Background: an optimization exercise with open tools, aiming at a short achievable clock period and few clock cycles. Do not read the settings as production practice.
Function was checked by simulation only, so behaviour that the tests miss may differ from the original.
Power and IR drop assume default switching activity.

==> flow/design.v <==
module ipc_rx_deframer (
    input  wire       clk,
    input  wire       rst,         
    input  wire       s_valid,
    output wire       s_ready,
    input  wire [7:0] s_data,
    output reg        m_valid,
    input  wire       m_ready,
    output reg  [7:0] m_data,
    output reg        m_last,
    output reg        hdr_err,     
    output reg        crc_err      
);
    localparam       AW  = 8;             
    localparam       CAP = 256;           
    localparam       PW  = 10;            
    localparam       K   = 4;             
    localparam       KW  = 2;
    localparam       OD  = 8;             
    localparam [PW-1:0] MARGIN = 10'd16;  
    localparam [1:0] PH_HDR = 2'd0, PH_PAY = 2'd1, PH_CRCH = 2'd2, PH_CRCL = 2'd3;
    localparam [1:0] V_OK = 2'd0, V_HDR = 2'd1, V_CRC = 2'd2;
    function [15:0] crc_byte;
        input [15:0] acc_in;
        input [7:0]  b;
        integer k;
        reg [15:0] acc;
        begin
            acc = acc_in ^ {b, 8'h00};
            for (k = 0; k < 8; k = k + 1)
                acc = acc[15] ? ((acc << 1) ^ 16'h1021) : (acc << 1);
            crc_byte = acc;
        end
    endfunction
    reg          s_ready_r;
    reg          in_v;
    reg  [7:0]   in_d;
    assign s_ready = s_ready_r;
    always @(posedge clk) begin
        in_d <= s_data;
        if (rst) in_v <= 1'b0;
        else     in_v <= s_valid & s_ready_r;
    end
    reg  [7:0]    mem [0:CAP-1];
    reg  [PW-1:0] wp;                     
    always @(posedge clk)
        if (in_v) mem[wp[AW-1:0]] <= in_d;
    always @(posedge clk)
        if (rst)       wp <= {PW{1'b0}};
        else if (in_v) wp <= wp + 1'b1;
    reg  [PW-1:0] sp;                     
    reg           ovf;                    
    reg  [PW-1:0] ovf_p;                  
    reg  [KW:0]   t_cnt;                  
    wire          rewind = ovf && (t_cnt == 0);
    wire          sc_issue = (sp != wp) && !rewind;
    reg           s1_v;
    reg  [PW-1:0] s1_pos;
    reg  [7:0]    s1_grp [0:15];
    reg           s2_v;
    reg  [PW-1:0] s2_pos;
    reg  [7:0]    s2_b;
    reg  [7:0]    h1, h2;                 
    integer j;
    always @(posedge clk) begin
        for (j = 0; j < 16; j = j + 1)
            s1_grp[j] <= mem[{j[3:0], sp[3:0]}];
        s1_pos <= sp;
        s2_b   <= s1_grp[s1_pos[7:4]];
        s2_pos <= s1_pos;
    end
    always @(posedge clk) begin
        if (rst) begin
            sp   <= {PW{1'b0}};
            s1_v <= 1'b0;
            s2_v <= 1'b0;
            h1   <= 8'h00;
            h2   <= 8'h00;
        end else if (rewind) begin
            sp   <= ovf_p;
            s1_v <= 1'b0;
            s2_v <= 1'b0;
            h1   <= 8'h00;
            h2   <= 8'h00;
        end else begin
            if (sc_issue) sp <= sp + 1'b1;
            s1_v <= sc_issue;
            s2_v <= s1_v;
            if (s2_v) begin
                h1 <= s2_b;
                h2 <= h1;
            end
        end
    end
    wire          mark   = s2_v && (h2 == 8'hFF) && (h1 == 8'h55) && (s2_b == 8'hAA);
    wire [PW-1:0] mark_p = s2_pos - 2'd2;
    reg           t_done [0:K-1];
    reg  [1:0]    t_ver  [0:K-1];
    reg  [1:0]    t_ph   [0:K-1];
    reg  [7:0]    t_n    [0:K-1];
    reg  [7:0]    t_lhi  [0:K-1];
    reg  [7:0]    t_len  [0:K-1];
    reg  [15:0]   t_crc  [0:K-1];
    reg           t_mhi  [0:K-1];
    reg  [PW-1:0] t_p    [0:K-1];
    reg  [PW-1:0] t_end  [0:K-1];
    reg  [K-1:0]  t_busy;
    reg  [KW-1:0] t_hd, t_tl;
    wire          alloc = mark && !ovf && (t_cnt != K);
    reg  [PW-1:0] pos;                    
    reg           pos_old;                
    reg  [3:0]    pf;                     
    reg  [PW-1:0] oq_p   [0:3];
    reg  [7:0]    oq_len [0:3];
    reg  [2:0]    oq_wr, oq_rd;
    wire          oq_full  = (oq_wr[1:0] == oq_rd[1:0]) && (oq_wr[2] != oq_rd[2]);
    wire          oq_empty = (oq_wr == oq_rd);
    reg           d_v;
    reg  [1:0]    d_ver;
    reg  [PW-1:0] d_p, d_end;
    reg  [7:0]    d_len;
    wire [PW-1:0] d_diff  = d_p - pos;
    wire          hd_kill = !pos_old && d_diff[PW-1];
    wire [1:0]    hd_ver  = d_ver;
    wire          retire  = d_v && (hd_kill ||
                                    (d_ver == V_OK ? !oq_full : (pf == 4'd0)));
    wire          push_frame = retire && !hd_kill && (d_ver == V_OK);
    always @(posedge clk) begin
        if (rst || retire)
            d_v <= 1'b0;
        else
            d_v <= t_busy[t_hd] && t_done[t_hd];
        d_ver <= t_ver[t_hd];
        d_p   <= t_p[t_hd];
        d_end <= t_end[t_hd];
        d_len <= t_len[t_hd];
    end
    integer k;
    always @(posedge clk) begin
        for (k = 0; k < K; k = k + 1) begin
            if (alloc && t_tl == k) begin
                t_done[k] <= 1'b0;
                t_ph[k]   <= PH_HDR;
                t_n[k]    <= 8'd0;
                t_crc[k]  <= 16'd0;
                t_p[k]    <= mark_p;
            end else if (s2_v && t_busy[k] && !t_done[k]) begin
                case (t_ph[k])
                    PH_HDR: begin
                        t_crc[k] <= crc_byte(t_crc[k], s2_b);
                        t_n[k]   <= t_n[k] + 1'b1;
                        if (t_n[k] == 8'd5)
                            t_lhi[k] <= s2_b;
                        if (t_n[k] == 8'd6) begin
                            if (t_lhi[k] != 8'd0 || s2_b > 8'd128) begin
                                t_done[k] <= 1'b1;
                                t_ver[k]  <= V_HDR;
                            end
                            t_len[k] <= s2_b;
                            t_n[k]   <= s2_b;
                            t_ph[k]  <= (s2_b == 8'd0) ? PH_CRCH : PH_PAY;
                            t_end[k] <= t_p[k] + 4'd12 + s2_b;
                        end
                    end
                    PH_PAY: begin
                        t_crc[k] <= crc_byte(t_crc[k], s2_b);
                        t_n[k]   <= t_n[k] - 1'b1;
                        if (t_n[k] == 8'd1)
                            t_ph[k] <= PH_CRCH;
                    end
                    PH_CRCH: begin
                        t_mhi[k] <= (s2_b == t_crc[k][15:8]);
                        t_ph[k]  <= PH_CRCL;
                    end
                    default: begin
                        t_done[k] <= 1'b1;
                        t_ver[k]  <= (t_mhi[k] && s2_b == t_crc[k][7:0]) ? V_OK : V_CRC;
                    end
                endcase
            end
        end
    end
    always @(posedge clk) begin
        if (rst) begin
            t_busy <= {K{1'b0}};
            t_hd   <= {KW{1'b0}};
            t_tl   <= {KW{1'b0}};
            t_cnt  <= {(KW+1){1'b0}};
            ovf    <= 1'b0;
            ovf_p  <= {PW{1'b0}};
        end else begin
            if (alloc) begin
                t_busy[t_tl] <= 1'b1;
                t_tl <= t_tl + 1'b1;
            end
            if (retire) begin
                t_busy[t_hd] <= 1'b0;
                t_hd <= t_hd + 1'b1;
            end
            t_cnt <= t_cnt + alloc - retire;
            if (rewind)
                ovf <= 1'b0;
            else if (mark && !ovf && (t_cnt == K)) begin
                ovf   <= 1'b1;
                ovf_p <= mark_p;
            end
        end
    end
    wire [PW-1:0] pos_age = wp - pos;
    reg           pf_dec;
    always @(posedge clk) begin
        if (rst) begin
            pos     <= {PW{1'b0}};
            pos_old <= 1'b1;
            pf      <= 4'd0;
            hdr_err <= 1'b0;
            crc_err <= 1'b0;
            oq_wr   <= 3'd0;
        end else begin
            hdr_err <= retire && !hd_kill && (hd_ver == V_HDR);
            crc_err <= retire && !hd_kill && (hd_ver == V_CRC);
            if (push_frame) begin
                pos     <= d_end;
                pos_old <= 1'b0;
                oq_wr   <= oq_wr + 1'b1;
            end else if (pos_age[PW-1]) begin
                pos_old <= 1'b1;
            end
            pf <= pf + push_frame - pf_dec;
        end
    end
    always @(posedge clk)
        if (push_frame) begin
            oq_p[oq_wr[1:0]]   <= d_p;
            oq_len[oq_wr[1:0]] <= d_len;
        end
    reg           ra;                     
    reg  [PW-1:0] rp;
    reg  [7:0]    rrem;
    reg           rfirst;
    reg  [3:0]    occ;                    
    wire          r_issue = ra && (occ < OD);
    wire          m_take  = m_valid && m_ready;
    reg           r1_v, r1_last, r1_first;
    reg  [3:0]    r1_hi;
    reg  [7:0]    r1_grp [0:15];
    always @(posedge clk) begin
        if (rst) begin
            ra    <= 1'b0;
            oq_rd <= 3'd0;
            occ   <= 4'd0;
            r1_v  <= 1'b0;
        end else begin
            if (!ra) begin
                if (!oq_empty) begin
                    ra     <= 1'b1;
                    rp     <= oq_p[oq_rd[1:0]] + 2'd3;
                    rrem   <= oq_len[oq_rd[1:0]] + 4'd9;
                    rfirst <= 1'b1;
                    oq_rd  <= oq_rd + 1'b1;
                end
            end else if (r_issue) begin
                rp     <= rp + 1'b1;
                rrem   <= rrem - 1'b1;
                rfirst <= 1'b0;
                if (rrem == 8'd1)
                    ra <= 1'b0;
            end
            occ  <= occ + r_issue - m_take;
            r1_v <= r_issue;
        end
    end
    always @(posedge clk) begin
        for (j = 0; j < 16; j = j + 1)
            r1_grp[j] <= mem[{j[3:0], rp[3:0]}];
        r1_hi    <= rp[7:4];
        r1_last  <= (rrem == 8'd1);
        r1_first <= rfirst;
    end
    reg  [9:0]    of [0:7];               
    reg  [3:0]    of_wr, of_rd;
    wire          of_empty = (of_wr == of_rd);
    reg           m_first;
    wire          m_load = (!m_valid || m_ready) && !of_empty;
    always @(posedge clk)
        if (r1_v) of[of_wr[2:0]] <= {r1_first, r1_last, r1_grp[r1_hi]};
    always @(posedge clk) begin
        if (rst) begin
            of_wr   <= 4'd0;
            of_rd   <= 4'd0;
            m_valid <= 1'b0;
            m_data  <= 8'd0;
            m_last  <= 1'b0;
            m_first <= 1'b0;
            pf_dec  <= 1'b0;
        end else begin
            if (r1_v) of_wr <= of_wr + 1'b1;
            if (m_load) begin
                {m_first, m_last, m_data} <= of[of_rd[2:0]];
                m_valid <= 1'b1;
                of_rd   <= of_rd + 1'b1;
            end else if (m_ready) begin
                m_valid <= 1'b0;
            end
            pf_dec <= m_take && m_first;
        end
    end
    reg  [PW-1:0] a_sc, a_rp, a_oq, a_hd, a_ov;
    reg  [PW-1:0] m1, m2, m3;
    reg  [PW-1:0] used;
    always @(posedge clk) begin
        a_sc <= wp - sp + 3'd4;
        a_rp <= ra ? (wp - rp) : {PW{1'b0}};
        a_oq <= !oq_empty ? (wp - oq_p[oq_rd[1:0]]) : {PW{1'b0}};
        a_hd <= (t_cnt != 0) ? (wp - t_p[t_hd]) : {PW{1'b0}};
        a_ov <= ovf ? (wp - ovf_p) : {PW{1'b0}};
        m1   <= (a_sc > a_rp) ? a_sc : a_rp;
        m2   <= (a_oq > a_hd) ? a_oq : a_hd;
        m3   <= a_ov;
        used <= (m1 > m2) ? ((m1 > m3) ? m1 : m3) : ((m2 > m3) ? m2 : m3);
    end
    always @(posedge clk) begin
        if (rst)
            s_ready_r <= 1'b0;
        else
            s_ready_r <= (used < CAP - MARGIN);
    end
endmodule
==> flow/run.sh <==
#!/bin/bash
# synth_recipe.tcl (not shown) runs the flow's synth.tcl, then flattens the netlist and writes it again
# the make line also repeats each setting of config.mk as NAME=value (left out here)
make -C /OpenROAD-flow-scripts/flow DESIGN_CONFIG=/design/flow/config.mk WORK_HOME=/design/flow/orfs CLKGATE_MAP_FILE= SYNTH_SCRIPT=/design/flow/synth_recipe.tcl finish
==> flow/config.mk <==
export PLATFORM = sky130hd
export DESIGN_NAME = ipc_rx_deframer
export DESIGN_NICKNAME = ipc_rx_deframer
export VERILOG_FILES = /design/flow/design.v
export SDC_FILE = /design/flow/constraint.sdc
export NUM_CORES = 4
export LEC_CHECK = 0
export ABC_CLOCK_PERIOD_IN_PS = 3000
export CAP_MARGIN = 20
export CORE_MARGIN = 2
export CORE_UTILIZATION = 40
export PLACE_DENSITY = 0.6
export SETUP_SLACK_MARGIN = 5
export SLEW_MARGIN = 20
==> flow/constraint.sdc <==
create_clock -name core_clock -period 10.0 [get_ports {clk}]
set_input_delay 2.0000 -clock core_clock [delete_from_list [all_inputs] [get_ports {clk}]]
set_output_delay 2.0000 -clock core_clock [all_outputs]
set_load 0.01 [all_outputs]
==> results of run 1 <==
==> cell usage after synthesis (31+ instances only) <==
cell type	n
nand4_1	33
a211oi_1	37
clkbuf_1	336
inv_1	216
dfxtp_1	636
nor2b_1	51
mux4_2	1319
xnor2_1	156
buf_2	41
xor2_1	135
a21oi_1	200
o21ai_0	117
a31oi_1	31
buf_1	99
nor2_1	642
a22oi_1	33
edfxtp_1	2375
nand3_1	57
nor3_1	104
mux2_2	41
ha_1	255
and2_1	32
nand2_1	264
mux2i_1	107
==> registers in the layout, indices dropped and copies added (netlist names), 32 cells and up, named ones only <==
signal	count
mem	2048
r1_grp	128
s1_grp	128
of	80
t_crc	64
oq_p	40
t_end	40
t_p	40
oq_len	32
t_len	32
t_lhi	32
t_n	32
==> routing by layer <==
layer	wire (um)	vias up	GRT usage, %
met5	0	-	0
met4	15400	0	8.16
met3	33700	729	4.50
met2	180000	3464	35.5
met1	150000	39500	29.9
li1	-	31200	-
==> power breakdown <==
part / total [W] / switching [W] / internal (W)
sequential: 0.0152 / 0.000930 / 0.0142
clock: 0.0123 / 0.00503 / 0.00728
combinational: 0.00692 / 0.00363 / 0.00329
total: 0.0344 / 0.00960 / 0.0248
==> path summary, 6_finish.rpt <==
path	to	slack, ns	depth (start not counted)
min	s2_pos[3]	0.32	0
min reg2reg	s2_pos[3]	0.32	0
max	t_len[0][0]	5.82	7
max reg2reg	t_len[0][0]	5.82	7
==> cell type report <==
class                           count  area, um^2
Clock buffer                      452        9270
Antenna cell                        8        20.0
Timing Repair Buffer              218        1960
Inverter                          219         837
Multi-Input combinational cell   3986       47500
Sequential cell                  3011       84100
Clock inverter                    151        1640
Tap cell                         4387        5490
Fill cell                       28200      183000
==> kinds of logic after synthesis <==
logic type | after synthesis | share of synthesized area [%]
DFF | 3011 | 62.7
muxes | 1467 | 23.3
and+or+nand+nor | 1340 | 4.49
buffers and inverters | 703 | 2.05
AOI/OAI and AO/OA | 621 | 3.00
xor gates and xnor gates | 291 | 1.90
adders and majority gates | 267 | 2.56
==> per-stage QoR <==
stage               total power [W]  util [%]  worst slack, ns
global route                 0.0355      45.2             5.55
floorplan                    0.0197         -             5.77
finish                       0.0344      45.2             5.82
detailed placement           0.0223      41.9             5.84
CTS                          0.0346      45.2             5.82
global placement             0.0222      41.9             5.78
==> worst max-delay path: stages (launching register included) <==
cell	delay, ns
dfxtp_1	1.03
nand2_1	0.16
or4_1	0.55
a211oi_2	0.70
and2_1	0.22
buf_4	0.43
nor2_1	0.16
and3_1	0.48
==> impl_metrics.yaml, run 1 <==
grt:
  grt_pass1_wl_um: 544000
  grt_pass1_vias: 75700
  grt_antenna_before_repair: 15
  grt_max_degree: 209
  grt_overflow_total: 0
  grt.total_usage_pct: 22.1
clock_network:
  cts_tree: "yes"
  cts_setup_buffers: 0
  holdBufCountCts: 0
  cts_resized: 0
  clk_latency_ns: 0.92
  numCtsBuffers: 325
  root_buffer: "clkbuf_16"
  clk_path_buf_depth: 4
  clock-sinks: 3011
  clk_pin_slew_ns: 0.06
  htreeDepth: 5
run:
  cap_viol_max_count: 0
floorplanning:
  die_h_um: 583
  dieArea_mm2: 0.340
  die_x_um: 583
  boundaryPins: 25
  coreArea_mm2: 0.333
  initial_core_util_pct: 40.2
  rows: 212
logic_synthesis:
  synth_top_area_cell: "edfxtp_1"
  netlist_area_mm2: 0.134
  ys_top_cells_by_area: "edfxtp_1 (53%), mux4_2 (22%), dfxtp_1 (9.5%)"
  yosysSeqAreaShare_pct: 62.7
  ys_seq_elements: 3011
  synth_ff_type: "edfxtp_1"
  postSynthCellCount: 7700
  synth_edf_count: 2375
  syn_nets: 7979
  synthArstFlopShare_pct: 0
  netlist-cell-type-count: 80
  yosys_warnings: 13
  avgSynthCellArea_um2: 17.4
  synth_top_area_share_pct: 53.2
placed_design:
  io_buffer_count: 24
  dpl.hpwl_um: 238000
  dpl.cell_count: 11800
  place.gp.congestion: 0.893
  placed_area_mm2: 0.140
timing:
  worst_pin_slew_ns: 1.23
  fmax_mhz: 239
  rsz0062_at_grt: "no"
  tns_ns: 0
  period_needed_ns: 4.18
  hold_violations: 0
  setup_violations: 0
  relSlewSlack_pct: 17.9
  fin_skew_ns: 0.0330
  drv_slew: 0
  hold_slack_ns: 0.322
  finalCritPeriodShare_pct: 41.8
min_path:
  hold_path_class: "reg -> reg"
  worst_hold_startpoint: "s1_pos[3]"
drt:
  drtAntennaViolNets: 0
  drc: 0
  routedWlPerCell_um: 30.5
  drtIter0Drc: 8766
  drt-total-wl_um: 379000
  routed_via_density: 6.02
  drtPass1Iterations: 7
  num_vias: 74800
power_and_ir_drop:
  powerDensity_mw_per_mm2: 228
  leakagePower_nw: 48.5
  vdd_drop_max_mv: 0.146
setup_path:
  regToRegStartpoint: "s2_v"
  start_kind: "register"
  required_ns: 10.53
  crit_fanout: 38
  critical_path_class: "reg -> reg"
  startpoint: "s2_v"
  worstSetupEndpointType: "register"
  arrival_ns: 4.71
run_status:
  outcome: "no timing/DRC/antenna violations"
final_layout:
  fin_area_mm2: 0.151
  layout_common_cells: "edfxtp_1 (2,375), mux4_2 (1,319), dfxtp_1 (611)"
  fin_cells: 12400
  areaGrowthSynthToFinish_pct: 12.5
  final_common_cell: "edfxtp_1"
  drive_above_1_share_pct: 27.2
  final_nets: 8040
Testbench counts, summed over its fixed seeds: cycles 34,061.
==> run 2: changes to the inputs <==
==> flow/flow/run.sh (new file) <==
#!/bin/bash
set -euo pipefail
bash standard.sh SETUP_SLACK_MARGIN=7 finish > standard_finish.log 2>&1
==> flow/standard.sh (new file) <==
#!/bin/bash
# synth_recipe.tcl (not shown) runs the flow's synth.tcl, then flattens the netlist and writes it again
# the make line also repeats each setting of config.mk as NAME=value (left out here)
make -C /OpenROAD-flow-scripts/flow DESIGN_CONFIG=/design/flow/config.mk WORK_HOME=/design/flow/orfs CLKGATE_MAP_FILE= SYNTH_SCRIPT=/design/flow/synth_recipe.tcl "${@:-finish}"
--- a/flow/config.mk
+++ b/flow/config.mk
@@ -12,3 +12,2 @@
 export PLACE_DENSITY = 0.6
-export SETUP_SLACK_MARGIN = 5
 export SLEW_MARGIN = 20
removed: flow/run.sh
==> impl_metrics.yaml, run 2 <==
floorplanning:
  die_x_um: 583
  boundaryPins: 25
  dieArea_mm2: 0.340
  coreArea_mm2: 0.333
  initial_core_util_pct: 40.2
  rows: 212
  die_h_um: 583
min_path:
  hold_path_class: "reg -> reg"
logic_synthesis:
  yosys.area_share.adder_pct: 2.56
  yosysSeqAreaShare_pct: 62.7
  ys_top_cells_by_area: "edfxtp_1 (53%), mux4_2 (22%), dfxtp_1 (9.5%)"
  postSynthCellCount: 7700
  ys_seq_elements: 3011
  synth_top_area_share_pct: 53.2
  synth_mux_area_share_pct: 23.3
  syn_nets: 7979
  synth_top_area_cell: "edfxtp_1"
  synth_compound_area_share_pct: 3.00
  netlist_area_mm2: 0.134
  synth-simple-area-share_pct: 4.49
  netlist-cell-type-count: 80
  synth_edf_count: 2375
  avgSynthCellArea_um2: 17.4
  synth_most_common_cell: "edfxtp_1"
  synth_ff_type: "edfxtp_1"
  synthTopCellsByCount: "edfxtp_1 (2,375), mux4_2 (1,319), nor2_1 (642)"
  synthArstFlopShare_pct: 0
  yosys_warnings: 13
  synth_top_family_by_area: "multiplexers"
  synth_xor_xnor_area_share_pct: 1.90
drt:
  drc: 0
  drtPass1Iterations: 10
  drtIter0Drc: 9060
  drtAntennaViolNets: 0
  routed_via_density: 6.09
  num_vias: 76400
  drt-total-wl_um: 400000
  routedWlPerCell_um: 31.9
clock_network:
  clk_latency_ns: 0.93
  clock-sinks: 3011
  htreeDepth: 5
  clk_pin_slew_ns: 0.06
  clk_path_buf_depth: 4
  holdBufCountCts: 0
  cts_tree: "yes"
  numCtsBuffers: 324
  root_buffer: "clkbuf_16"
timing:
  worst_pin_slew_ns: 1.13
  tns_ns: 0
  period_needed_ns: 3.35
  drv_slew: 0
  finalCritPeriodShare_pct: 33.5
  relSlewSlack_pct: 24.8
  fmax_mhz: 298
  setup_violations: 0
  rsz0062_at_grt: "yes"
  fin_skew_ns: 0.0641
  hold_violations: 0
power_and_ir_drop:
  p_comb_share_pct: 20.9
  vdd_drop_max_mv: 0.127
  leakagePower_nw: 49.5
  switching_share_pct: 28.6
  p_clk_share_pct: 35.3
  internal_power_w: 0.0248
  powerDensity_mw_per_mm2: 225
  seq_power_share_pct: 43.9
  power_switching_w: 0.00992
final_layout:
  areaGrowthSynthToFinish_pct: 15.0
  final_common_cell: "edfxtp_1"
  final_nets: 8150
  largest_reg_flops: 2048
  layout_common_cells: "edfxtp_1 (2,375), mux4_2 (1,319), dfxtp_1 (575)"
  final_core_util_pct: 46.3
  drive_above_1_share_pct: 32.0
placed_design:
  place.gp.congestion: 0.933
  dpl.hpwl_um: 241000
  io_buffer_count: 24
grt:
  grt_antenna_before_repair: 18
  grt_overflow_total: 0
  grt_max_degree: 193
  grt_pass1_wl_um: 565000
  grt_pass1_vias: 76800
  grt.total_usage_pct: 23.1
setup_path:
  crit_fanout: 2
  cpPeakStageDelay_ns: 0.35
  cp_num_buf_inv: 1
  cp_top_family: "flip-flops"
  worstSetupEndpointType: "output port"
  path_cells: "buf_6"
  required_ns: 8.00
  slowest_stage: "dfxtp_2"
  start_kind: "register"
  critical_path_class: "reg -> out"
  arrival_ns: 1.35
run:
  cap_viol_max_count: 0
run_status:
  outcome: "no timing/DRC/antenna violations"
-- run 2: timing repair --
item,4_1_cts,5_1_grt
pin swaps,29,32
buffers inserted,48,35
resized for setup,568,133
gates cloned,21,7
endpoints found under the setup margin,2476,573
-- run 2: metrics by stage --
step / cells / instance area [um^2] / hold WS, ns / total power [W] / setup WS, ns
after floorplan: 7700 / 134000 / 0.310 / 0.0197 / 6.76
after global placement: 11800 / 140000 / 0.312 / 0.0222 / 5.73
after detailed placement: 11800 / 140000 / 0.312 / 0.0223 / 5.67
after CTS: 12500 / 153000 / 0.321 / 0.0348 / 6.57
after global routing: 12500 / 154000 / 0.332 / 0.0358 / 6.59
final: 12500 / 154000 / 0.322 / 0.0347 / 6.65
-- run 2: power by group through the flow --
stage | clock [W] | combinational [W] | sequential (W)
finish | 0.0122 | 0.00725 | 0.0152
floorplan | 0 | 0.00501 | 0.0147
CTS | 0.0124 | 0.00716 | 0.0152
detailed placement | 0 | 0.00683 | 0.0155
global placement | 0 | 0.00678 | 0.0155
global route | 0.0129 | 0.00768 | 0.0152
-- run 2: cells by family after synthesis --
group                      count (synthesis)
adders and majority gates                267
DFF                                     3011
muxes                                   1467
xor gates and xnor gates                 291
and+or+nand+nor                         1340
buffers and inverters                    703
AOI/OAI and AO/OA                        621
-- run 2: layer usage --
| layer | track usage [%] | vias up | routed length (um) |
|---|---|---|---|
| met2 | 36.5 | 3728 | 188000 |
| met5 | 0 | - | 42 |
| met4 | 8.84 | 6 | 17000 |
| met1 | 31.2 | 40500 | 156000 |
| met3 | 5.16 | 771 | 38500 |
| li1 | - | 31500 | - |
-- run 2: path summary, 6_finish.rpt --
kind,from,end,slack [ns],cells after the start
worst max-delay path,m_last,m_last,6.65,1
worst min-delay path,s1_pos[2],s2_pos[2],0.32,0
worst max register to register,s1_pos[5],s2_b[1],6.90,6
worst min register to register,s1_pos[2],s2_pos[2],0.32,0
-- run 2: area by class of cell --
cell class                      instances  area, um^2
Antenna cell                            7        17.5
Multi-Input combinational cell       3993       49200
Fill cell                           27900      179000
Sequential cell                      3011       84200
Clock buffer                          436        8960
Timing Repair Buffer                  321        3630
Timing Repair inverter                  1        8.76
Clock inverter                        169        1880
Tap cell                             4387        5490
Inverter                              219         891
==> run 3: changes to the inputs <==
--- a/flow/design.v
+++ b/flow/design.v
@@ -13,4 +13,4 @@
 );
-    localparam       AW  = 8;             
-    localparam       CAP = 256;           
+    localparam       NG  = 11;            
+    localparam       CAP = 16 * NG;       
     localparam       PW  = 10;            
@@ -34,2 +34,6 @@
     endfunction
+    function [7:0] inc_i;
+        input [7:0] i;
+        inc_i = (i == CAP - 1) ? 8'd0 : i + 1'b1;
+    endfunction
     reg          s_ready_r;
@@ -45,10 +49,18 @@
     reg  [PW-1:0] wp;                     
+    reg  [7:0]    wi;                     
     always @(posedge clk)
-        if (in_v) mem[wp[AW-1:0]] <= in_d;
+        if (in_v) mem[wi] <= in_d;
     always @(posedge clk)
-        if (rst)       wp <= {PW{1'b0}};
-        else if (in_v) wp <= wp + 1'b1;
+        if (rst) begin
+            wp <= {PW{1'b0}};
+            wi <= 8'd0;
+        end else if (in_v) begin
+            wp <= wp + 1'b1;
+            wi <= inc_i(wi);
+        end
     reg  [PW-1:0] sp;                     
+    reg  [7:0]    si;                     
     reg           ovf;                    
     reg  [PW-1:0] ovf_p;                  
+    reg  [7:0]    ovf_i;                  
     reg  [KW:0]   t_cnt;                  
@@ -58,5 +70,7 @@
     reg  [PW-1:0] s1_pos;
-    reg  [7:0]    s1_grp [0:15];
+    reg  [7:0]    s1_i;
+    reg  [7:0]    s1_grp [0:NG-1];
     reg           s2_v;
     reg  [PW-1:0] s2_pos;
+    reg  [7:0]    s2_i;
     reg  [7:0]    s2_b;
@@ -65,7 +79,9 @@
     always @(posedge clk) begin
-        for (j = 0; j < 16; j = j + 1)
-            s1_grp[j] <= mem[{j[3:0], sp[3:0]}];
+        for (j = 0; j < NG; j = j + 1)
+            s1_grp[j] <= mem[{j[3:0], si[3:0]}];
         s1_pos <= sp;
-        s2_b   <= s1_grp[s1_pos[7:4]];
+        s1_i   <= si;
+        s2_b   <= s1_grp[s1_i[7:4]];
         s2_pos <= s1_pos;
+        s2_i   <= s1_i;
     end
@@ -74,2 +90,3 @@
             sp   <= {PW{1'b0}};
+            si   <= 8'd0;
             s1_v <= 1'b0;
@@ -80,2 +97,3 @@
             sp   <= ovf_p;
+            si   <= ovf_i;
             s1_v <= 1'b0;
@@ -85,3 +103,6 @@
         end else begin
-            if (sc_issue) sp <= sp + 1'b1;
+            if (sc_issue) begin
+                sp <= sp + 1'b1;
+                si <= inc_i(si);
+            end
             s1_v <= sc_issue;
@@ -96,2 +117,4 @@
     wire [PW-1:0] mark_p = s2_pos - 2'd2;
+    wire [7:0]    mark_i = (s2_i >= 8'd2) ? s2_i - 8'd2 : s2_i + (CAP - 2);
+    wire [7:0]    mark_s = inc_i(s2_i);   
     reg           t_done [0:K-1];
@@ -105,2 +128,3 @@
     reg  [PW-1:0] t_p    [0:K-1];
+    reg  [7:0]    t_si   [0:K-1];
     reg  [PW-1:0] t_end  [0:K-1];
@@ -113,2 +137,3 @@
     reg  [PW-1:0] oq_p   [0:3];
+    reg  [7:0]    oq_si  [0:3];
     reg  [7:0]    oq_len [0:3];
@@ -120,2 +145,3 @@
     reg  [PW-1:0] d_p, d_end;
+    reg  [7:0]    d_si;
     reg  [7:0]    d_len;
@@ -134,2 +160,3 @@
         d_p   <= t_p[t_hd];
+        d_si  <= t_si[t_hd];
         d_end <= t_end[t_hd];
@@ -146,2 +173,3 @@
                 t_p[k]    <= mark_p;
+                t_si[k]   <= mark_s;
             end else if (s2_v && t_busy[k] && !t_done[k]) begin
@@ -190,2 +218,3 @@
             ovf_p  <= {PW{1'b0}};
+            ovf_i  <= 8'd0;
         end else begin
@@ -205,2 +234,3 @@
                 ovf_p <= mark_p;
+                ovf_i <= mark_i;
             end
@@ -234,2 +264,3 @@
             oq_p[oq_wr[1:0]]   <= d_p;
+            oq_si[oq_wr[1:0]]  <= d_si;
             oq_len[oq_wr[1:0]] <= d_len;
@@ -238,2 +269,3 @@
     reg  [PW-1:0] rp;
+    reg  [7:0]    ri;
     reg  [7:0]    rrem;
@@ -245,3 +277,3 @@
     reg  [3:0]    r1_hi;
-    reg  [7:0]    r1_grp [0:15];
+    reg  [7:0]    r1_grp [0:NG-1];
     always @(posedge clk) begin
@@ -257,2 +289,3 @@
                     rp     <= oq_p[oq_rd[1:0]] + 2'd3;
+                    ri     <= oq_si[oq_rd[1:0]];
                     rrem   <= oq_len[oq_rd[1:0]] + 4'd9;
@@ -263,2 +296,3 @@
                 rp     <= rp + 1'b1;
+                ri     <= inc_i(ri);
                 rrem   <= rrem - 1'b1;
@@ -273,5 +307,5 @@
     always @(posedge clk) begin
-        for (j = 0; j < 16; j = j + 1)
-            r1_grp[j] <= mem[{j[3:0], rp[3:0]}];
-        r1_hi    <= rp[7:4];
+        for (j = 0; j < NG; j = j + 1)
+            r1_grp[j] <= mem[{j[3:0], ri[3:0]}];
+        r1_hi    <= ri[7:4];
         r1_last  <= (rrem == 8'd1);
@@ -311,11 +345,23 @@
     always @(posedge clk) begin
-        a_sc <= wp - sp + 3'd4;
-        a_rp <= ra ? (wp - rp) : {PW{1'b0}};
-        a_oq <= !oq_empty ? (wp - oq_p[oq_rd[1:0]]) : {PW{1'b0}};
-        a_hd <= (t_cnt != 0) ? (wp - t_p[t_hd]) : {PW{1'b0}};
-        a_ov <= ovf ? (wp - ovf_p) : {PW{1'b0}};
-        m1   <= (a_sc > a_rp) ? a_sc : a_rp;
-        m2   <= (a_oq > a_hd) ? a_oq : a_hd;
-        m3   <= a_ov;
-        used <= (m1 > m2) ? ((m1 > m3) ? m1 : m3) : ((m2 > m3) ? m2 : m3);
+        if (rst) begin
+            a_sc <= {PW{1'b0}};
+            a_rp <= {PW{1'b0}};
+            a_oq <= {PW{1'b0}};
+            a_hd <= {PW{1'b0}};
+            a_ov <= {PW{1'b0}};
+            m1   <= {PW{1'b0}};
+            m2   <= {PW{1'b0}};
+            m3   <= {PW{1'b0}};
+            used <= {PW{1'b0}};
+        end else begin
+            a_sc <= wp - sp + 3'd4;
+            a_rp <= ra ? (wp - rp) : {PW{1'b0}};
+            a_oq <= !oq_empty ? (wp - oq_p[oq_rd[1:0]]) : {PW{1'b0}};
+            a_hd <= (t_cnt != 0) ? (wp - t_p[t_hd]) : {PW{1'b0}};
+            a_ov <= ovf ? (wp - ovf_p) : {PW{1'b0}};
+            m1   <= (a_sc > a_rp) ? a_sc : a_rp;
+            m2   <= (a_oq > a_hd) ? a_oq : a_hd;
+            m3   <= a_ov;
+            used <= (m1 > m2) ? ((m1 > m3) ? m1 : m3) : ((m2 > m3) ? m2 : m3);
+        end
     end
@@ -323,3 +369,3 @@
         if (rst)
-            s_ready_r <= 1'b0;
+            s_ready_r <= 1'b1;
         else
==> impl_metrics.yaml, run 3 <==
setup_path:
  worstSetupEndpointType: "output port"
  critical_path_class: "reg -> out"
  ff2ff_path_depth: 7
  crit_fanout: 1
  regToRegStartpoint: "s1_i[4]"
  cp_top_family: "flip-flops"
  start_kind: "register"
  r2r_slack_ns: 6.87
  arrival_ns: 1.34
  cp_num_buf_inv: 1
  cpPeakStageDelay_ns: 0.32
  slowest_stage: "dfxtp_2"
  required_ns: 8.00
  path_cells: "buf_6"
  worstReg2RegEnd: "s2_b[7]"
drt:
  drtPass1Iterations: 6
  met1_length_um: 120000
  num_vias: 63000
  drtAntennaViolNets: 0
  drt-total-wl_um: 300000
  drtIter0Drc: 7200
  routedWlPerCell_um: 28.0
  routed_via_density: 5.89
  wl_met2_um: 143000
  met3_wirelength_um: 24000
  drc: 0
  topRoutingLayerUsed: "met5"
final_layout:
  fillers: 23100
  drive_above_1_share_pct: 26.6
  ff_latch_area_mm2: 0.0665
  multi_input_area_mm2: 0.0406
  layout_common_cells: "edfxtp_1 (1,807), mux4_2 (925), dfxtp_1 (548)"
  largest_reg_flops: 1408
  final_common_cell: "edfxtp_1"
  areaGrowthSynthToFinish_pct: 13.8
  final_core_util_pct: 45.8
  final_nets: 7196
floorplanning:
  coreArea_mm2: 0.271
  boundaryPins: 25
  rows: 191
  die_x_um: 526
  initial_core_util_pct: 40.2
  dieArea_mm2: 0.276
  die_h_um: 526
logic_synthesis:
  avgSynthCellArea_um2: 15.9
  synth_mux_area_share_pct: 20.5
  synth-simple-area-share_pct: 6.32
  ys_top_cells_by_area: "edfxtp_1 (50%), mux4_2 (19%), dfxtp_1 (11%)"
  synth_top_area_cell: "edfxtp_1"
  ys_seq_elements: 2410
  synth_top_family_by_area: "multiplexers"
  synth_compound_area_share_pct: 4.17
  synth_edf_count: 1807
  synthTopCellsByCount: "edfxtp_1 (1,807), mux4_2 (925), dfxtp_1 (603)"
  synth_most_common_cell: "edfxtp_1"
  yosys.area_share.adder_pct: 3.23
  netlist-cell-type-count: 94
  synth_xor_xnor_area_share_pct: 2.29
  yosysSeqAreaShare_pct: 61.0
  postSynthCellCount: 6823
  synth_ff_type: "edfxtp_1"
  syn_nets: 7109
  synth_top_area_share_pct: 49.9
  synthArstFlopShare_pct: 0
  netlist_area_mm2: 0.109
  yosys_warnings: 14
grt:
  grt_pass1_wl_um: 436000
  grt_max_degree: 146
  grt.total_usage_pct: 21.3
  grt_pass1_vias: 63300
  grt_antenna_before_repair: 12
  grt_overflow_total: 0
placed_design:
  io_buffer_count: 24
  dpl.hpwl_um: 182000
  place.gp.congestion: 0.888
  dp_slack_ns: 5.59
timing:
  fmax_mhz: 299
  relSlewSlack_pct: 20.9
  drv_slew: 0
  rsz0062_at_grt: "yes"
  hold_violations: 0
  finalCritPeriodShare_pct: 33.4
  hold_slack_ns: 0.325
  fin_skew_ns: 0.0864
  setup_violations: 0
  worst_pin_slew_ns: 1.18
  worst_slack_ns: 6.66
  tns_ns: 0
  period_needed_ns: 3.34
clock_network:
  root_buffer: "clkbuf_16"
  clk_path_buf_depth: 4
  holdBufCountCts: 0
  numCtsBuffers: 249
  clock-sinks: 2410
  htreeDepth: 4
  clk_pin_slew_ns: 0.07
  cts_tree: "yes"
  clk_latency_ns: 0.94
min_path:
  holdPathStages: 0
  hold_path_class: "reg -> reg"
  holdPathEnd: "s2_pos[4]"
  worst_hold_startpoint: "s1_pos[4]"
run:
  cap_viol_max_count: 0
run_status:
  outcome: "no timing/DRC/antenna violations"
power_and_ir_drop:
  vdd_drop_max_mv: 0.159
  powerDensity_mw_per_mm2: 219
  finalPower_w: 0.0271
  leakagePower_nw: 40.5
-- run 3: cell type report --
cell class,instances,area share (%)
flip-flops and latches,2410,53.7
clock inverters,136,1.30
inverters,237,0.739
repair buffers,259,2.35
diodes,4,0.00808
multi-input cells,3753,32.7
clock buffers,329,5.60
well taps,3570,3.61
-- run 3: what timing repair did --
item / in CTS / in global routing
endpoints found under the hold margin: 0 / 0
cloned: 15 / 1
pin swaps: 27 / 36
buffers inserted: 53 / 26
endpoints found under the setup margin: 729 / 398
resized for setup: 224 / 102
-- run 3: worst max path at each step --
stage	start	to	slack, ns	depth (start not counted)
6_report	crc_err	crc_err	6.66	1
4_1_cts	crc_err	crc_err	6.57	1
3_5_place_dp	rst	ri[1]	5.59	4
3_3_place_gp	rst	ri[6]	5.62	4
5_1_grt	crc_err	crc_err	6.59	1
2_1_floorplan	rst	rfirst	6.63	4
-- run 3: report_power, final --
part / switching [W] / internal [W]
registers: 0.000577 / 0.0112
clock network: 0.00399 / 0.00570
logic: 0.00286 / 0.00277
-- run 3: cells by family after synthesis --
logic type / after synthesis
compound gates: 675
flops: 2410
fa+ha+maj: 274
xor+xnor: 284
mux: 1072
simple gates: 1447
buf+inv: 661
-- run 3: stage by stage --
| step | area [um^2] | instances |
|---|---|---|
| global placement | 113000 | 10100 |
| CTS | 123000 | 10700 |
| floorplan | 109000 | 6823 |
| finish | 124000 | 10700 |
| global route | 124000 | 10700 |
| detailed placement | 113000 | 10100 |
-- run 3: per-layer routing --
metal / vias to the layer above / track usage, %
met3: 591 / 4.28
li1: 27000 / -
met1: 32800 / 28.3
met4: 8 / 8.14
met2: 2590 / 34.6
met5: - / 0
Testbench counts of run 3, summed over its fixed seeds: cycles 34,053.
==> run 4: changes to the inputs <==
--- a/flow/design.v
+++ b/flow/design.v
@@ -34,2 +34,20 @@
     endfunction
+    function [NG-1:0] grp_sel;
+        input [3:0] g;
+        integer n;
+        begin
+            for (n = 0; n < NG; n = n + 1)
+                grp_sel[n] = (g == n);
+        end
+    endfunction
+    function [7:0] grp_pick;
+        input [8*NG-1:0] grps;
+        input [NG-1:0]   sel;
+        integer n;
+        begin
+            grp_pick = 8'd0;
+            for (n = 0; n < NG; n = n + 1)
+                grp_pick = grp_pick | (grps[8*n +: 8] & {8{sel[n]}});
+        end
+    endfunction
     function [7:0] inc_i;
@@ -71,3 +89,4 @@
     reg  [7:0]    s1_i;
-    reg  [7:0]    s1_grp [0:NG-1];
+    reg  [8*NG-1:0] s1_grp;
+    reg  [NG-1:0] s1_sel;
     reg           s2_v;
@@ -80,6 +99,7 @@
         for (j = 0; j < NG; j = j + 1)
-            s1_grp[j] <= mem[{j[3:0], si[3:0]}];
+            s1_grp[8*j +: 8] <= mem[{j[3:0], si[3:0]}];
+        s1_sel <= grp_sel(si[7:4]);
         s1_pos <= sp;
         s1_i   <= si;
-        s2_b   <= s1_grp[s1_i[7:4]];
+        s2_b   <= grp_pick(s1_grp, s1_sel);
         s2_pos <= s1_pos;
@@ -276,4 +296,4 @@
     reg           r1_v, r1_last, r1_first;
-    reg  [3:0]    r1_hi;
-    reg  [7:0]    r1_grp [0:NG-1];
+    reg  [NG-1:0] r1_sel;
+    reg  [8*NG-1:0] r1_grp;
     always @(posedge clk) begin
@@ -308,4 +328,4 @@
         for (j = 0; j < NG; j = j + 1)
-            r1_grp[j] <= mem[{j[3:0], ri[3:0]}];
-        r1_hi    <= ri[7:4];
+            r1_grp[8*j +: 8] <= mem[{j[3:0], ri[3:0]}];
+        r1_sel   <= grp_sel(ri[7:4]);
         r1_last  <= (rrem == 8'd1);
@@ -319,3 +339,3 @@
     always @(posedge clk)
-        if (r1_v) of[of_wr[2:0]] <= {r1_first, r1_last, r1_grp[r1_hi]};
+        if (r1_v) of[of_wr[2:0]] <= {r1_first, r1_last, grp_pick(r1_grp, r1_sel)};
     always @(posedge clk) begin
==> flow/flow/run.sh (replaced) <==
#!/bin/bash
set -euo pipefail
bash standard.sh SETUP_SLACK_MARGIN=7 \
  "CTS_ARGS=-sink_clustering_enable -repair_clock_nets -sink_clustering_size 24 -sink_clustering_max_diameter 80 -sink_clustering_levels 1 -balance_levels" \
  finish > standard_finish.log 2>&1
--- a/flow/config.mk
+++ b/flow/config.mk
@@ -10,4 +10,4 @@
 export CORE_MARGIN = 2
-export CORE_UTILIZATION = 40
-export PLACE_DENSITY = 0.6
+export CORE_UTILIZATION = 55
+export PLACE_DENSITY = 0.7
 export SLEW_MARGIN = 20
==> impl_metrics.yaml, run 4 <==
power_and_ir_drop:
  powerDensity_mw_per_mm2: 200
  power_switching_w: 0.00669
  switching_share_pct: 28.5
  p_clk_share_pct: 26.0
  leakagePower_nw: 38.2
  p_comb_share_pct: 23.5
  seq_power_share_pct: 50.5
  vdd_drop_max_mv: 0.240
  internal_power_w: 0.0168
timing:
  hold_slack_ns: 0.331
  worst_pin_slew_ns: 1.30
  period_needed_ns: 3.41
  finalCritPeriodShare_pct: 34.1
  fin_skew_ns: 0.0417
  drv_slew: 0
  fmax_mhz: 293
  relSlewSlack_pct: 13.2
  tns_ns: 0
  setup_violations: 0
  hold_violations: 0
  rsz0062_at_grt: "yes"
setup_path:
  slowest_stage: "dfxtp_4"
  cp_top_family: "flip-flops"
  arrival_ns: 1.41
  worstSetupEndpointType: "output port"
  required_ns: 8.00
  start_kind: "register"
  crit_fanout: 2
  r2r_slack_ns: 6.88
  critical_path_class: "reg -> out"
  cpPeakStageDelay_ns: 0.46
  path_cells: "buf_6"
  cp_num_buf_inv: 1
grt:
  grt_pass1_wl_um: 408000
  grt_max_degree: 139
  grt.total_usage_pct: 28.2
  grt_pass1_vias: 60600
  grt_antenna_before_repair: 8
  grt_overflow_total: 0
final_layout:
  final_nets: 6871
  fin_area_mm2: 0.117
  largest_reg_flops: 1408
  final_common_cell: "edfxtp_1"
  areaGrowthSynthToFinish_pct: 8.84
  drive_above_1_share_pct: 24.1
  fillers: 14200
  n_antenna_cell: 0
  layout_common_cells: "edfxtp_1 (1,807), mux4_2 (925), dfxtp_1 (570)"
  fin_cells: 9318
run:
  cap_viol_max_count: 0
clock_network:
  clock-sinks: 2428
  clk_pin_slew_ns: 0.09
  clk_path_buf_depth: 3
  numCtsBuffers: 130
  root_buffer: "clkbuf_16"
  clk_latency_ns: 0.84
  cts_tree: "yes"
  htreeDepth: 4
logic_synthesis:
  netlist_area_mm2: 0.108
  netlist-cell-type-count: 84
  postSynthCellCount: 6609
  synth_ff_type: "edfxtp_1"
  avgSynthCellArea_um2: 16.3
  synthArstFlopShare_pct: 0
  ys_top_cells_by_area: "edfxtp_1 (50%), mux4_2 (19%), dfxtp_1 (12%)"
  synth_edf_count: 1807
  synth_top_area_cell: "edfxtp_1"
  yosys_warnings: 12
  syn_nets: 6895
  synth_most_common_cell: "edfxtp_1"
  synthTopCellsByCount: "edfxtp_1 (1,807), mux4_2 (925), dfxtp_1 (621)"
  yosysSeqAreaShare_pct: 61.8
  ys_seq_elements: 2428
  synth_top_area_share_pct: 50.3
drt:
  num_vias: 60900
  drt-total-wl_um: 283000
  routedWlPerCell_um: 30.3
  drtIter0Drc: 6431
  drtPass1Iterations: 8
  routed_via_density: 6.54
  drc: 0
  drtAntennaViolNets: 0
floorplanning:
  initial_core_util_pct: 55.4
  rows: 162
  die_x_um: 447
  boundaryPins: 25
  die_h_um: 447
  coreArea_mm2: 0.195
  dieArea_mm2: 0.200
placed_design:
  place.gp.congestion: 0.959
  dpl.hpwl_um: 176000
  placed_area_mm2: 0.111
  io_buffer_count: 24
  dpl.cell_count: 8982
min_path:
  hold_path_class: "reg -> reg"
run_status:
  outcome: "no timing/DRC/antenna violations"
## run 4: cell count changes after synthesis, sizes merged, moves of 18 or more
cell / previous run / this run
nand3: 77 / 53
dfxtp: 603 / 621
buf: 156 / 119
nor2: 588 / 546
o21ai: 113 / 88
a22o: 5 / 31
nand2: 296 / 239
a21oi: 204 / 168
## run 4: per-stage QoR
step	power [W]	setup slack (ns)	util, %
final	0.0234	6.59	60.2
after global routing	0.0242	6.54	60.2
after CTS	0.0234	6.51	59.7
after detailed placement	0.0172	5.35	57.0
after global placement	0.0172	5.41	56.9
after floorplan	0.0156	6.63	-
## run 4: cells by family (layout without fill, tap and decap cells)
| logic type | after synthesis | after routing | share of synthesized area (%) |
|---|---|---|---|
| flops | 2428 | 2428 | 61.8 |
| simple gates | 1318 | 1318 | 5.82 |
| mux | 1064 | 1064 | 20.6 |
| buf+inv | 627 | 711 | 2.27 |
| compound gates | 610 | 611 | 3.91 |
| xor+xnor | 288 | 288 | 2.34 |
| fa+ha+maj | 274 | 274 | 3.26 |
## run 4: final cells by class
cell class	instances	area [um^2]	share of cell area, %
clock inverter	43	566	0.481
timing repair buffer	245	2700	2.30
multi-input combinational	3555	39600	33.7
clock buffer	198	3660	3.11
sequential	2428	66800	56.9
inverter	225	866	0.737
tap	2624	3280	2.79
## run 4: what timing repair did
action                                   CTS  global route
gates resized for setup                  240           110
cloned                                     7             6
hold buffers                               0             0
endpoints found under the setup margin  1081           486
setup buffers                             35            45
pin swaps                                 20            29
## run 4: power by group through the flow
stage | Clock [W] | Sequential [W] | Combinational [W]
global placement | 0 | 0.0121 | 0.00509
floorplan | 0 | 0.0117 | 0.00395
CTS | 0.00617 | 0.0118 | 0.00539
finish | 0.00610 | 0.0118 | 0.00552
detailed placement | 0 | 0.0121 | 0.00515
global route | 0.00649 | 0.0118 | 0.00589
## run 4: worst register-to-register path: cells and delay by family, from the launching register on
family | cells | cell delay (ns)
and+or+nand+nor | 3 | 2.30
DFF | 1 | 0.42
## run 4: per-layer routing
metal  wire length, um  part of all wire (%)  up-vias  track usage, %
li1                  -                     -    26000               -
met1            105000                    37    31600            36.6
met2            140000                    49     2725            46.5
met3             24100                   8.5      620            5.61
met4             14300                   5.1        4            12.2
met5                22                0.0078        -               0
## run 4: final timing paths
check                  from          end  cells past startpoint
hold / removal    s1_pos[7]    s2_pos[7]                      0
setup reg to reg      wi[4]  mem[102][3]                      3
setup / recovery  s_ready_r      s_ready                      1
hold reg to reg   s1_pos[7]    s2_pos[7]                      0
Testbench counts of run 4, summed over its fixed seeds: cycles 34,053.
==> run 5: changes to the inputs <==
==> flow/flow/run.sh (replaced) <==
#!/bin/bash
set -euo pipefail
bash standard.sh SETUP_SLACK_MARGIN=7 \
  "CTS_ARGS=-sink_clustering_enable -repair_clock_nets -sink_clustering_size 20 -sink_clustering_max_diameter 80 -sink_clustering_levels 1 -balance_levels" \
  finish > standard_finish.log 2>&1
--- a/flow/config.mk
+++ b/flow/config.mk
@@ -10,4 +10,4 @@
 export CORE_MARGIN = 2
-export CORE_UTILIZATION = 55
-export PLACE_DENSITY = 0.7
+export CORE_UTILIZATION = 40
+export PLACE_DENSITY = 0.6
 export SLEW_MARGIN = 20
==> impl_metrics.yaml, run 5 <==
logic_synthesis:
  yosys_warnings: 12
  synth_most_common_cell: "edfxtp_1"
  synth_ff_type: "edfxtp_1"
  netlist-cell-type-count: 84
  ys_seq_elements: 2428
  avgSynthCellArea_um2: 16.3
  synth_top_area_share_pct: 50.3
  synth_edf_count: 1807
  synthArstFlopShare_pct: 0
  synthTopCellsByCount: "edfxtp_1 (1,807), mux4_2 (925), dfxtp_1 (621)"
  syn_nets: 6895
  netlist_area_mm2: 0.108
  postSynthCellCount: 6609
  synth_top_area_cell: "edfxtp_1"
  yosysSeqAreaShare_pct: 61.8
  ys_top_cells_by_area: "edfxtp_1 (50%), mux4_2 (19%), dfxtp_1 (12%)"
setup_path:
  cp_num_buf_inv: 1
  cpPeakStageDelay_ns: 0.40
  cp_top_family: "flip-flops"
  path_cells: "buf_6"
  worstSetupEndpointType: "output port"
  start_kind: "register"
  arrival_ns: 1.34
  crit_fanout: 2
  required_ns: 8.00
  r2r_slack_ns: 6.94
  critical_path_class: "reg -> out"
  slowest_stage: "dfxtp_4"
grt:
  grt_overflow_total: 0
  grt_pass1_wl_um: 421000
  grt_max_degree: 121
  grt_antenna_before_repair: 12
  grt.total_usage_pct: 21.0
  grt_pass1_vias: 60700
timing:
  period_needed_ns: 3.34
  relSlewSlack_pct: 12.7
  tns_ns: 0
  worst_slack_ns: 6.66
  hold_violations: 0
  finalCritPeriodShare_pct: 33.4
  drv_slew: 0
  fmax_mhz: 299
  setup_violations: 0
  fin_skew_ns: 0.0498
  worst_pin_slew_ns: 1.31
  rsz0062_at_grt: "yes"
clock_network:
  numCtsBuffers: 147
  clk_pin_slew_ns: 0.09
  clk_path_buf_depth: 3
  root_buffer: "clkbuf_16"
  htreeDepth: 4
  cts_tree: "yes"
  clock-sinks: 2428
  clk_latency_ns: 0.86
final_layout:
  layout_common_cells: "edfxtp_1 (1,807), mux4_2 (925), dfxtp_1 (568)"
  final_common_cell: "edfxtp_1"
  drive_above_1_share_pct: 24.4
  largest_reg_flops: 1408
  fillers: 23200
  areaGrowthSynthToFinish_pct: 10.2
  multi_input_area_mm2: 0.0397
  final_nets: 6887
  ff_latch_area_mm2: 0.0668
floorplanning:
  initial_core_util_pct: 40.2
  dieArea_mm2: 0.274
  die_h_um: 523
  boundaryPins: 25
  coreArea_mm2: 0.268
  die_x_um: 523
  rows: 190
drt:
  routedWlPerCell_um: 28.2
  drt-total-wl_um: 290000
  drtAntennaViolNets: 0
  num_vias: 60300
  drtPass1Iterations: 7
  drc: 0
  drtIter0Drc: 7156
  routed_via_density: 5.87
placed_design:
  dp_slack_ns: 5.54
  place.gp.congestion: 0.843
  dpl.hpwl_um: 177000
  io_buffer_count: 24
power_and_ir_drop:
  finalPower_w: 0.0237
  vdd_drop_max_mv: 0.238
  powerDensity_mw_per_mm2: 200
  leakagePower_nw: 38.4
min_path:
  hold_path_class: "reg -> reg"
run_status:
  outcome: "no timing/DRC/antenna violations"
run:
  cap_viol_max_count: 0
==> run 5: metal layers <==
layer  up-vias  part of all wire [%]  track usage (%)  routed length, um
li1      26000                     -                -                  -
met1     31700                    41             28.2             119000
met2      2120                    49             35.2             143000
met3       448                   6.3             2.97              18100
met4        10                   3.3             6.60               9660
met5         -                 0.019                0                 55
==> run 5: power by group <==
group	total (W)	internal, W	switching (W)
combinational	0.00554	0.00275	0.00279
sequential	0.0118	0.0113	0.000482
clock	0.00641	0.00294	0.00347
total	0.0237	0.0170	0.00674
==> run 5: logic make-up after synthesis <==
logic type	after synthesis	share of synthesized area (%)
buf+inv	627	2.27
xor+xnor	288	2.34
fa+ha+maj	274	3.26
mux	1064	20.6
simple gates	1318	5.82
compound gates	610	3.91
flops	2428	61.8
==> run 5: area by class of cell <==
cell class	instances	share of cell area, %
sequential	2428	56.2
multi-input combinational	3555	33.3
tap	3552	3.74
clock buffer	242	3.53
timing repair buffer	244	2.20
inverter	225	0.724
clock inverter	31	0.280
antenna	1	0.00210
==> run 5: timing repair <==
item,CTS,global route
endpoints found under the setup margin,919,420
setup buffers,30,22
pin swaps,25,29
cloned,9,3
hold buffers,0,0
gates resized for setup,282,84
==> run 5: final timing paths <==
kind | from | end | cells after the start
max | m_data[5] | m_data[5] | 1
min | s1_pos[1] | s2_pos[1] | 0
max reg2reg | wi[0] | mem[137][5] | 4
min reg2reg | s1_pos[1] | s2_pos[1] | 0
==> run 5: through the flow <==
| stage | instance area [um^2] | cells | hold WS (ns) | utilization [%] |
|---|---|---|---|---|
| finish | 119000 | 10300 | 0.328 | 44.4 |
| detailed placement | 112000 | 9931 | 0.312 | 41.9 |
| global route | 119000 | 10300 | 0.335 | 44.4 |
| floorplan | 108000 | 6609 | 0.310 | - |
| global placement | 112000 | 9929 | 0.310 | 41.9 |
| CTS | 118000 | 10200 | 0.332 | 44.1 |

re-timing with driven ports:
In the flow no input, the clock included, has a driving cell. The finished layouts below were timed again as built, in two steps.
Step 1: set_driving_cell puts a clkbuf_16 on clk and a buf_2 on each other input, an assumption about the parent block.
Step 2, shift: input delay + t, output delay - t, t = (earliest + latest rising clock arrival at the registers) / 2. This alone moves slack from input paths to output paths.
Slacks: ideal ports / drivers / drivers and shift; pairs: ideal ports / drivers.
| run | t, ns | setup WS [ns] | hold WS [ns] | slew at the worst register clock pin (ns) |
|---|---|---|---|---|
| run 1 | 1.003 | 5.824 / 5.824 / 5.824 | 0.322 / 0.322 / 0.322 | 0.07 / 0.07 |
| run 2 | 0.996 | 6.649 / 6.546 / 6.194 | 0.322 / 0.322 / 0.322 | 0.07 / 0.07 |
| run 3 | 0.989 | 6.656 / 6.556 / 6.192 | 0.325 / 0.325 / 0.325 | 0.07 / 0.07 |
| run 4 | 0.912 | 6.593 / 6.495 / 6.238 | 0.331 / 0.331 / 0.331 | 0.10 / 0.10 |
| run 5 | 0.926 | 6.658 / 6.566 / 6.156 | 0.328 / 0.328 / 0.328 | 0.09 / 0.09 |
After both steps setup and hold are still met in every run listed. For run 5, which loses most, drivers alone change the setup slack by -0.092 ns; drivers and shift together by -0.502 ns.
